Context: an optimization exercise on an open-source flow, tuned for small area, a short achievable clock period and few clock cycles. The choices shown serve that exercise and are no tape-out recipe.
Only simulation tests tie the RTL to the original design; equivalence was not proved.
Power is estimated from default activity; no workload was simulated.

== run 1 ==
// rcab_gfpar
module rcab_gfpar (
  input  wire        clk,
  input  wire        rst,      
  input  wire        req,
  input  wire        we,
  input  wire [15:0] addr,
  input  wire [31:0] wdata,
  output wire        ack,
  output reg  [31:0] rdata,
  output reg         err,
  output wire        irq
);
Size in the first run: roughly 0.12 mm^2 of cells after synthesis.
clock: 16.0 ns
lec_check: 0
cap_margin: 20
core_margin: 2
core_utilization: 60
cts_cluster_diameter: 60
cts_cluster_size: 25
place_density: 0.7
slew_margin: 20
standard.sh (not shown) runs the stock make flow with config.mk's settings and CLKGATE_MAP_FILE= SYNTH_SCRIPT=/design/flow/synth_recipe.tcl, a recipe that flattens the netlist after the stock synthesis.
==> flow/flow/run.sh <==
#!/bin/bash
set -euo pipefail
bash standard.sh SETUP_SLACK_MARGIN=11 \
  "BUFFER_PORTS_ARGS=-buffer_cell sky130_fd_sc_hd__buf_4" \
  "CTS_ARGS=-sink_clustering_enable -repair_clock_nets -sink_clustering_size 25 -sink_clustering_max_diameter 60 -dont_use_dummy_load" \
  finish > layout.log 2>&1
Testbench counts of run 1, summed over its fixed seeds: cycles 21,079.
### run 1 -> run 2
==> flow/flow/run.sh <==
#!/bin/bash
set -euo pipefail
bash standard.sh SETUP_SLACK_MARGIN=9 \
  "BUFFER_PORTS_ARGS=-buffer_cell sky130_fd_sc_hd__buf_4" \
  "CTS_ARGS=-sink_clustering_enable -repair_clock_nets -sink_clustering_size 25 -sink_clustering_max_diameter 60 -dont_use_dummy_load" \
  finish > layout.log 2>&1
## What came out
- Run 2 finished all stages; the layout is clean.
- [compare] base=run 1 new=run 2: worst hold slack saw little to no change, final design area excluding fillers shows a reduction of about 13%, combinational cell fraction of total power lower.
- [compare] base=run 1 new=run 2: switching power share of the total now smaller; total power lost 3.0%; filler cell count in the final layout has increased.
- Higher post-detailed-placement cell area goes to run 1 over run 2.
Here is what was changed in the inputs of run 3 compared with run 2.
Settings: CORE_UTILIZATION: 60 -> 70; PLACE_DENSITY: 0.7 -> 0.75.
## What came out
- Of run 2 and run 3, run 2 shows the higher number of well taps, with run 3 below it.
- Run 3 has final setup slack of the worst path above what run 2 had.
- Number of antenna violations at the first check in global routing: run 2 and run 3 compared, higher one is run 3
- The worst setup path endpoint comes out rdata[28] in one run and rdata[30] in the other, namely in run 2 and run 3 respectively.
- Comparing run 2 and run 3, met3 track demand over resource in global routing is higher on run 3.

========
Setup of job 7591:
rcab_gfpar, a different RTL version from the one above (not shown whole).
Size in the first run: roughly 8200 cells after synthesis, roughly 87 I/O pins, roughly 120000 um2 of cells after synthesis.
make LEC_CHECK=0 CAP_MARGIN=20 CORE_MARGIN=2 CORE_UTILIZATION=60 CTS_CLUSTER_DIAMETER=60 CTS_CLUSTER_SIZE=30 PLACE_DENSITY=0.7 SLEW_MARGIN=20 finish   # period 16.0 ns
run.sh (not shown) runs the stock make flow with config.mk's settings and CLKGATE_MAP_FILE= SYNTH_SCRIPT=/design/flow/synth_recipe.tcl, a recipe that flattens the netlist after the stock synthesis.
Stock flow here: none of the scripts above is used.
Testbench counts of job 7591, summed over its fixed seeds: cycles 22,968.
Input changes introduced in job 3634 (baseline for comparison: job 7591):
==> flow/flow/run.sh (new file) <==
#!/bin/bash
# The standard ORFS layout (standard.sh), with its setup repair aiming at
# 8 ns of slack instead of none, so that it works on the paths that set the
# achieved period. Same SDC, clock period and steps as the standard flow.
set -euo pipefail
bash standard.sh SETUP_SLACK_MARGIN=8 finish > layout.log 2>&1
==> flow/standard.sh (new file) <==
#!/bin/bash
# synth_recipe.tcl (not shown) runs the flow's synth.tcl, then flattens the netlist and writes it again
# the make line also repeats each setting of config.mk as NAME=value (left out here)
make -C /OpenROAD-flow-scripts/flow DESIGN_CONFIG=/design/flow/config.mk WORK_HOME=/design/flow/orfs CLKGATE_MAP_FILE= SYNTH_SCRIPT=/design/flow/synth_recipe.tcl "${@:-finish}"
removed: flow/run.sh
Notes after the runs:
For job 7591, the launching element of the worst setup path was addr[6], unlike job 3634, where it was wdata[25].
| data-path buffer share of cell area in the final layout | job 3634 vs job 7591 | 0.30 points higher |
Against job 7591 as the reference, job 3634 delivers a higher register-to-register slack.
Post-route clock period utilization (lower): job 3634
Cell count: job 3634 higher than job 7591
Job 3634 against job 7591: number of post-CTS setup repair buffers climbed 24; cell area power density barely changed.

-- port drivers added, routing unchanged --
How much do the figures lean on ideal ports? The routed layouts below were timed once more, with nothing changed but the port constraints. Step 1: set_driving_cell puts a clkbuf_16 on clk and a buf_2 on each other input, an assumption about the parent block. Step 2 moves the port delays by t, midway between the first and last clock arrival at a register: inputs arrive t later, outputs are due t later. That takes back most of the time a late clock gives input paths. Three values: ideal ports, drivers, drivers and shift; two values: the first two.
run	t, ns	setup slack, ns	pins driven straight from the clock port
run 1	0.925	7.870 / 7.621 / 7.621	1
run 2	0.922	7.810 / 7.603 / 7.603	1
run 3	0.927	7.935 / 7.767 / 7.660	1
job 7591	0.953	6.401 / 6.378 / 5.646	1
job 3634	0.939	8.005 / 7.898 / 7.111	1
After both steps setup and hold are still met in every run listed. For job 3634, which loses most, drivers alone change the setup slack by -0.107 ns; drivers and shift together by -0.894 ns.
